Source: an optimization exercise on an open RTL-to-GDS flow (aim: small area). Production flows keep margins and buffers that such runs may drop. At most, simulation tests tie the RTL to the original design; equivalence was not proved. Power is estimated from default activity; no workload was simulated.

==> inputs of build 73 <==
==> flow/design.v (excerpt) <==
module ps2_serial_core (
    input  wire        clk,
    input  wire        rst,           
    input  wire [1:0]  mode,          
    input  wire        two_stop,      
    input  wire        ps2_valid,
    input  wire        ps2_data,
    input  wire        bt_clk_en,
    input  wire        cmd_valid,
    input  wire [4:0]  cmd_op,
    input  wire [26:0] cmd_arg,
    output wire        cmd_ready,
    output reg         rsp_valid,
    output reg  [3:0]  rsp_code,
    output reg  [7:0]  rsp_data,
    output wire        txd,
    output reg  [15:0] rx_ovf,
    output reg  [15:0] tx_ovf
);
clock: 10.0 ns
lec_check: 0
cap_margin: 20
core_margin: 2
core_utilization: 60
place_density: 0.7
slew_margin: 20
standard.sh (not shown) runs the stock make flow with config.mk's settings and CLKGATE_MAP_FILE= SYNTH_SCRIPT=/design/flow/synth_recipe.tcl, a recipe that flattens the netlist after the stock synthesis.
==> flow/flow/run.sh <==
#!/bin/bash
# Standard ORFS layout (the standard.sh, unchanged synthesis, floorplan,
# power grid and routing) with three layout choices changed:
#   - CTS: larger sink clusters, no dummy loads
#   - port buffers: the smallest buffer cell
#   - power recovery: non-critical gates downsized after global routing
# Each tool's full output stays in the ORFS logs folder (orfs/logs/...);
# make's own output goes to make_finish.log here.
set -uo pipefail
bash standard.sh \
  "CTS_ARGS=-sink_clustering_enable -repair_clock_nets -dont_use_dummy_load -buf_list sky130_fd_sc_hd__clkbuf_16 -sink_clustering_size 30 -sink_clustering_max_diameter 80" \
  "BUFFER_PORTS_ARGS=-buffer_cell sky130_fd_sc_hd__buf_1" \
  RECOVER_POWER=100 \
  finish > make_finish.log 2>&1
==> trial 23 (differences from build 73) <==
--- a/flow/design.v
+++ b/flow/design.v
@@ -96,13 +96,13 @@
     reg [9:0]  tx_sr;         
     reg signed [15:0] acc_dx;
     reg signed [15:0] acc_dy;
     reg signed [15:0] acc_wheel;
     reg [2:0]  cur_buttons;
     reg [2:0]  last_buttons;
-    reg [5:0]  due_left;      
+    reg [5:0]  due_lfsr;      
     reg        send_busy;
     reg        read_busy;
     reg [15:0] left;          
     reg [4:0]  rx_p;          
     reg [7:0]  rx_mem [0:15];
     reg [4:0]  tx_p;          
@@ -154,23 +154,24 @@
                 tx_sr <= {two_stop, 1'b1, tx_rd, 1'b0};
         end
     end
     assign txd = tx_sr[0];
     wire       two_btn  = (mode == MODE_TWO);
     wire       wheel    = (mode == MODE_WHEEL);
-    wire [5:0] period   = two_btn ? (two_stop ? 6'd30 : 6'd27)
-                                  : (two_stop ? 6'd40 : 6'd36);
-    wire       due      = (due_left == 6'd0) || (due_left == 6'd1 && tick);
+    wire [5:0] due_seed = two_btn ? (two_stop ? 6'b001110 : 6'b110010)
+                                  : (two_stop ? 6'b100111 : 6'b111010);
+    wire       due_end  = (due_lfsr == 6'b111111);
+    wire       due      = due_end || (due_lfsr == 6'b011111 && tick);
     wire       moving   = (acc_dx != 0) || (acc_dy != 0) || (wheel && acc_wheel != 0);
     wire       send_go  = is_op_send && due && (moving || cur_buttons != last_buttons);
     wire       send_end = send_busy && last_step;
     always @(posedge clk) begin
         if (rst || send_go || is_op_enc_reset)
-            due_left <= period;
-        else if (tick && due_left != 6'd0)
-            due_left <= due_left - 1'b1;
+            due_lfsr <= due_seed;
+        else if (tick && !due_end)
+            due_lfsr <= {due_lfsr[4:0], due_lfsr[5] ^ due_lfsr[4]};
     end
     always @(posedge clk) begin
         if (rst || is_op_enc_reset) begin
             acc_dx       <= 16'sd0;
             acc_dy       <= 16'sd0;
             acc_wheel    <= 16'sd0;
==> flow/run.sh (new file) <==
#!/bin/bash
# synth_recipe.tcl (not shown) runs the flow's synth.tcl, then flattens the netlist and writes it again
# the make line also repeats each setting of config.mk as NAME=value (left out here)
make -C /OpenROAD-flow-scripts/flow DESIGN_CONFIG=/design/flow/config.mk WORK_HOME=/design/flow/orfs CLKGATE_MAP_FILE= SYNTH_SCRIPT=/design/flow/synth_recipe.tcl finish
- CTS_BUF_LIST: unset -> sky130_fd_sc_hd__clkbuf_16
- CTS_CLUSTER_DIAMETER: unset -> 80
- CTS_CLUSTER_SIZE: unset -> 30
removed: flow/flow/run.sh
removed: flow/standard.sh
==> trial 83 (differences from build 73) <==
--- a/flow/design.v
+++ b/flow/design.v
@@ -1,6 +1,31 @@
+module satadd16 (
+    input  wire [15:0] a,
+    input  wire [7:0]  b,
+    output wire [15:0] s
+);
+    wire [15:0] bx = {{8{b[7]}}, b};
+    wire [15:0] r;
+    genvar k;
+    generate
+        for (k = 0; k < 16; k = k + 1) begin : bit_
+            wire ci;
+            wire co;
+            if (k == 0) begin : first
+                assign ci = 1'b0;
+            end else begin : rest
+                assign ci = bit_[k-1].co;
+            end
+            assign r[k] = a[k] ^ bx[k] ^ ci;
+            assign co   = (a[k] & bx[k]) | (a[k] & ci) | (bx[k] & ci);
+        end
+    endgenerate
+    wire pos_sat = !a[15] && !b[7] && r[15];
+    wire neg_sat =  a[15] &&  b[7] && (!r[15] || r[14:0] == 15'd0);
+    assign s = pos_sat ? 16'h7FFF : neg_sat ? 16'h8001 : r;
+endmodule
 module ps2_serial_core (
     input  wire        clk,
     input  wire        rst,           
     input  wire [1:0]  mode,          
     input  wire        two_stop,      
     input  wire        ps2_valid,
@@ -36,53 +61,33 @@
     localparam R_SUPPRESSED = 4'h7;
     localparam R_SENT       = 4'h8;
     localparam R_FAULT      = 4'h9;
     localparam R_REFUSED    = 4'hA;
     localparam MODE_TWO   = 2'd0;
     localparam MODE_WHEEL = 2'd2;
-    function [15:0] satadd;
-        input [15:0] a;
-        input [7:0]  b;
-        reg   [15:0] s;
-        reg   [16:0] c;
-        reg          bi;
-        integer k;
-        begin
-            c[0] = 1'b0;
-            for (k = 0; k < 16; k = k + 1) begin
-                bi = (k < 8) ? b[k] : b[7];
-                s[k]   = a[k] ^ bi ^ c[k];
-                c[k+1] = (a[k] & bi) | (a[k] & c[k]) | (bi & c[k]);
-            end
-            if (!a[15] && !b[7] && s[15])
-                satadd = 16'h7FFF;
-            else if (a[15] && b[7] && (!s[15] || s[14:0] == 15'd0))
-                satadd = 16'h8001;
-            else
-                satadd = s;
-        end
-    endfunction
     function [16:0] inc16;
         input [15:0] a;
+        input        ci;
         reg   [16:0] c;
         integer k;
         begin
-            c[0] = 1'b1;
+            c[0] = ci;
             for (k = 0; k < 16; k = k + 1) begin
                 inc16[k] = a[k] ^ c[k];
                 c[k+1]   = a[k] & c[k];
             end
             inc16[16] = c[16];
         end
     endfunction
     function [16:0] dec16;
         input [15:0] a;
+        input        ci;
         reg   [16:0] c;
         integer k;
         begin
-            c[0] = 1'b1;
+            c[0] = ci;
             for (k = 0; k < 16; k = k + 1) begin
                 dec16[k] = a[k] ^ c[k];
                 c[k+1]   = ~a[k] & c[k];
             end
             dec16[16] = c[16];
         end
@@ -96,13 +101,13 @@
     reg [9:0]  tx_sr;         
     reg signed [15:0] acc_dx;
     reg signed [15:0] acc_dy;
     reg signed [15:0] acc_wheel;
     reg [2:0]  cur_buttons;
     reg [2:0]  last_buttons;
-    reg [5:0]  due_left;      
+    reg [5:0]  due_lfsr;      
     reg        send_busy;
     reg        read_busy;
     reg [15:0] left;          
     reg [4:0]  rx_p;          
     reg [7:0]  rx_mem [0:15];
     reg [4:0]  tx_p;          
@@ -119,28 +124,27 @@
     wire is_op_tx_enq    = accept && cmd_op == OP_TX_ENQUEUE;
     wire is_op_report    = accept && cmd_op == OP_ENC_REPORT;
     wire is_op_send      = accept && cmd_op == OP_ENC_SEND;
     wire is_op_enc_reset = accept && cmd_op == OP_ENC_RESET;
     wire rx_start_ok = is_op_rx_start && !rx_armed;
     wire tx_init_ok  = is_op_tx_init  && !tx_armed;
-    wire [16:0] left_dec = dec16(left);
+    wire [16:0] left_dec = dec16(left, busy);
     wire last_step = (left == 16'd1);
     wire bt_step  = tx_armed && bt_clk_en;
-    wire [16:0] bt_dec = dec16(bt_left);
-    wire bt_zero  = bt_dec[16];
-    wire tick     = bt_step && bt_zero;
+    wire [16:0] bt_dec = dec16(bt_left, bt_step);
+    wire tick     = bt_dec[16];                      
     wire tx_idle  = (tx_sr[9:1] == 9'd0);           
     wire tx_empty = tx_p[4];
     wire tx_pop   = tick && tx_idle && !tx_empty;
     wire [6:0] tx_rd = tx_mem[tx_p[3:0]];
     always @(posedge clk) begin
         if (tx_init_ok) begin
             bt_compare <= cmd_arg[15:0];
             bt_left    <= cmd_arg[15:0];
-        end else if (bt_step) begin
-            bt_left    <= bt_zero ? bt_compare : bt_dec[15:0];
+        end else begin
+            bt_left    <= tick ? bt_compare : bt_dec[15:0];
         end
     end
     always @(posedge clk) begin
         if (rst) begin
             tx_armed <= 1'b0;
             tx_sr    <= 10'd1;
@@ -154,40 +158,50 @@
                 tx_sr <= {two_stop, 1'b1, tx_rd, 1'b0};
         end
     end
     assign txd = tx_sr[0];
     wire       two_btn  = (mode == MODE_TWO);
     wire       wheel    = (mode == MODE_WHEEL);
-    wire [5:0] period   = two_btn ? (two_stop ? 6'd30 : 6'd27)
-                                  : (two_stop ? 6'd40 : 6'd36);
-    wire       due      = (due_left == 6'd0) || (due_left == 6'd1 && tick);
+    wire [5:0] due_seed = two_btn ? (two_stop ? 6'b001110 : 6'b110010)
+                                  : (two_stop ? 6'b100111 : 6'b111010);
+    wire       due_end  = (due_lfsr == 6'b111111);
+    wire       due      = due_end || (due_lfsr == 6'b011111 && tick);
     wire       moving   = (acc_dx != 0) || (acc_dy != 0) || (wheel && acc_wheel != 0);
     wire       send_go  = is_op_send && due && (moving || cur_buttons != last_buttons);
     wire       send_end = send_busy && last_step;
     always @(posedge clk) begin
         if (rst || send_go || is_op_enc_reset)
-            due_left <= period;
-        else if (tick && due_left != 6'd0)
-            due_left <= due_left - 1'b1;
+            due_lfsr <= due_seed;
+        else if (tick && !due_end)
+            due_lfsr <= {due_lfsr[4:0], due_lfsr[5] ^ due_lfsr[4]};
+    end
+    wire [7:0] add_dx    = is_op_report ? cmd_arg[23:16] : 8'd0;
+    wire [7:0] add_dy    = is_op_report ? cmd_arg[15:8]  : 8'd0;
+    wire [7:0] add_wheel = is_op_report ? cmd_arg[7:0]   : 8'd0;
+    wire       acc_clear = rst || is_op_enc_reset || send_end;
+    wire [15:0] sum_dx, sum_dy, sum_wheel;
+    satadd16 u_add_dx    (.a(acc_dx),    .b(add_dx),    .s(sum_dx));
+    satadd16 u_add_dy    (.a(acc_dy),    .b(add_dy),    .s(sum_dy));
+    satadd16 u_add_wheel (.a(acc_wheel), .b(add_wheel), .s(sum_wheel));
+    always @(posedge clk) begin
+        if (acc_clear) begin
+            acc_dx    <= 16'sd0;
+            acc_dy    <= 16'sd0;
+            acc_wheel <= 16'sd0;
+        end else begin
+            acc_dx    <= sum_dx;
+            acc_dy    <= sum_dy;
+            acc_wheel <= sum_wheel;
+        end
     end
     always @(posedge clk) begin
         if (rst || is_op_enc_reset) begin
-            acc_dx       <= 16'sd0;
-            acc_dy       <= 16'sd0;
-            acc_wheel    <= 16'sd0;
             cur_buttons  <= 3'b000;
             last_buttons <= 3'b000;
         end else if (is_op_report) begin
-            acc_dx      <= satadd(acc_dx, cmd_arg[23:16]);
-            acc_dy      <= satadd(acc_dy, cmd_arg[15:8]);
-            acc_wheel   <= satadd(acc_wheel, cmd_arg[7:0]);
-            cur_buttons <= cmd_arg[26:24];
-        end else if (send_end) begin
-            acc_dx    <= 16'sd0;
-            acc_dy    <= 16'sd0;
-            acc_wheel <= 16'sd0;
+            cur_buttons  <= cmd_arg[26:24];
         end else if (send_go) begin
             last_buttons <= cur_buttons;
         end
     end
     wire       dx_hi = !acc_dx[15] && (acc_dx[14:7] != 8'h00);
     wire       dx_lo =  acc_dx[15] && !(acc_dx[14:7] == 8'hFF && acc_dx[6:0] != 7'd0);
@@ -231,17 +245,17 @@
         if (tx_push_ok) begin
             tx_mem[0] <= tx_wdata;
             for (i = 1; i < 16; i = i + 1)
                 tx_mem[i] <= tx_mem[i-1];
         end
     end
-    wire [16:0] tx_ovf_inc = inc16(tx_ovf);
+    wire [16:0] tx_ovf_inc = inc16(tx_ovf, tx_push && tx_full && (tx_ovf != 16'hFFFF));
     always @(posedge clk) begin
         if (rst)
             tx_ovf <= 16'h0000;
-        else if (tx_push && tx_full && !tx_ovf_inc[16])
+        else
             tx_ovf <= tx_ovf_inc[15:0];
     end
     wire       rx_armed_a = rx_start_ok ? 1'b1 : is_op_rx_stop ? 1'b0 : rx_armed;
     wire [9:0] rx_sr_a    = rx_start_ok ? 10'd0 : rx_sr;
     wire       rx_par_a   = rx_start_ok ? 1'b0 : rx_par;
     wire       edge_step  = ps2_valid && rx_armed_a;
@@ -287,17 +301,17 @@
         if (rx_push_ok) begin
             rx_mem[0] <= rx_sr_a[8:1];
             for (i = 1; i < 16; i = i + 1)
                 rx_mem[i] <= rx_mem[i-1];
         end
     end
-    wire [16:0] rx_ovf_inc = inc16(rx_ovf);
+    wire [16:0] rx_ovf_inc = inc16(rx_ovf, rx_push && rx_full && (rx_ovf != 16'hFFFF));
     always @(posedge clk) begin
         if (rst)
             rx_ovf <= 16'h0000;
-        else if (rx_push && rx_full && !rx_ovf_inc[16])
+        else
             rx_ovf <= rx_ovf_inc[15:0];
     end
     wire rsp_now = send_end || (read_busy && (!rx_empty || last_step)) ||
                    (accept && !((is_op_rx_read && rx_empty && cmd_arg[15:0] != 16'd0) ||
                                 send_go));
     always @(posedge clk) begin
@@ -319,18 +333,18 @@
                 if (send_go)
                     send_busy <= 1'b1;
             end
         end
     end
     always @(posedge clk) begin
-        if (busy)
-            left <= left_dec[15:0];
-        else if (is_op_rx_read)
+        if (is_op_rx_read)
             left <= cmd_arg[15:0];
         else if (is_op_send)
             left <= two_btn ? 16'd3 : 16'd4;
+        else
+            left <= left_dec[15:0];
     end
     always @(posedge clk) begin
         if (send_busy) begin
             rsp_data[2:0] <= rsp_data[2:0] + tx_push_ok;
             rsp_code      <= R_SENT;
         end else if (read_busy) begin
==> flow/flow/run.sh (replaced) <==
#!/bin/bash
# Standard ORFS layout (the standard.sh, unchanged synthesis, floorplan,
# power grid and routing) with two layout choices changed:
#   - CTS: larger sink clusters, no dummy loads
#   - port buffers: the smallest buffer cell
# Each tool's full output stays in the ORFS logs folder (orfs/logs/...);
# make's own output goes to make_finish.log here.
set -uo pipefail
bash standard.sh \
  "CTS_ARGS=-sink_clustering_enable -repair_clock_nets -dont_use_dummy_load -buf_list sky130_fd_sc_hd__clkbuf_8 -sink_clustering_size 20 -sink_clustering_max_diameter 50" \
  "BUFFER_PORTS_ARGS=-buffer_cell sky130_fd_sc_hd__buf_1" \
  finish > make_finish.log 2>&1
- CAP_MARGIN: 20 -> 10
- CORE_UTILIZATION: 60 -> 70
- PLACE_DENSITY: 0.7 -> 0.8
- SLEW_MARGIN: 20 -> 10
==> comparison table <==
item                                                                trial 23                 trial 83                                         build 73
Final-layout clock buffer total                                           23                       35                                               22
Clock latency (worst-skew pair)                                      0.55 ns                  0.58 ns                                          0.56 ns
Area Growth Syn to Fin                                                9.729%                   6.107%                                           5.481%
Iter 0 DRT Violations                                                   1137                     1511                                             1144
DP Cell Count                                                           2053                     1942                                             2084
Row Count                                                                 66                       60                                               67
Floorplan Core Area                                               32450 um^2               26800 um^2                                       33360 um^2
End point of the most critical hold path                        rx_mem[2][7]             rx_mem[2][0]                                     tx_mem[1][5]
Status                                               complete, no violations  complete, no violations                       complete, but fails checks
Reasons for failing layout checks                                          -                        -  max-capacitance violations, max-slew violations
Met2 capacity usage during global routing                             0.3828                   0.4444                                           0.4037
Final Total Pwr                                                      3257 uW                  3206 uW                                          3178 uW
Share of the yosys chip area belonging to registers                   0.5864                   0.5913                                           0.5709
Post-synthesis net count                                                1769                     1742                                             1799
Number of non-clock inverters                                             79                       69                                               74
Via count of the first global-routing pass                             12220                    12220                                            12940
Setup slack of the worst register-to-register path                   2.62 ns                  1.17 ns                                          2.30 ns
Only the layout flow was run in build 73; the RTL was not checked for function there.

## afterwards: timing with drivers on the ports
The flow's constraints put no driver on any port. The routed layouts listed below were extracted and timed again, unchanged, in two steps.
Step 1 assumes that a clkbuf_16 drives the clock port and a buf_2 every other input.
Step 2 moves the port delays by t, midway between the first and last clock arrival at a register: inputs arrive t later, outputs are due t later. That takes back most of the time a late clock gives input paths.
a / b / c = ideal ports / drivers / drivers and shift; a / b = the first two.
run	t (ns)	setup WS [ns]	worst hold slack (ns)
build 73	0.586	1.188 / 1.222 / 0.637	0.430 / 0.430 / 0.430
trial 23	0.592	1.081 / 1.101 / 0.509	0.449 / 0.449 / 0.449
trial 83	0.594	0.517 / 0.503 / -0.091	0.436 / 0.436 / 0.436
Met with ideal ports but missed after step 2: setup timing in trial 83. For trial 83, which loses most, drivers alone change the setup slack by -0.014 ns; drivers and shift together by -0.608 ns.
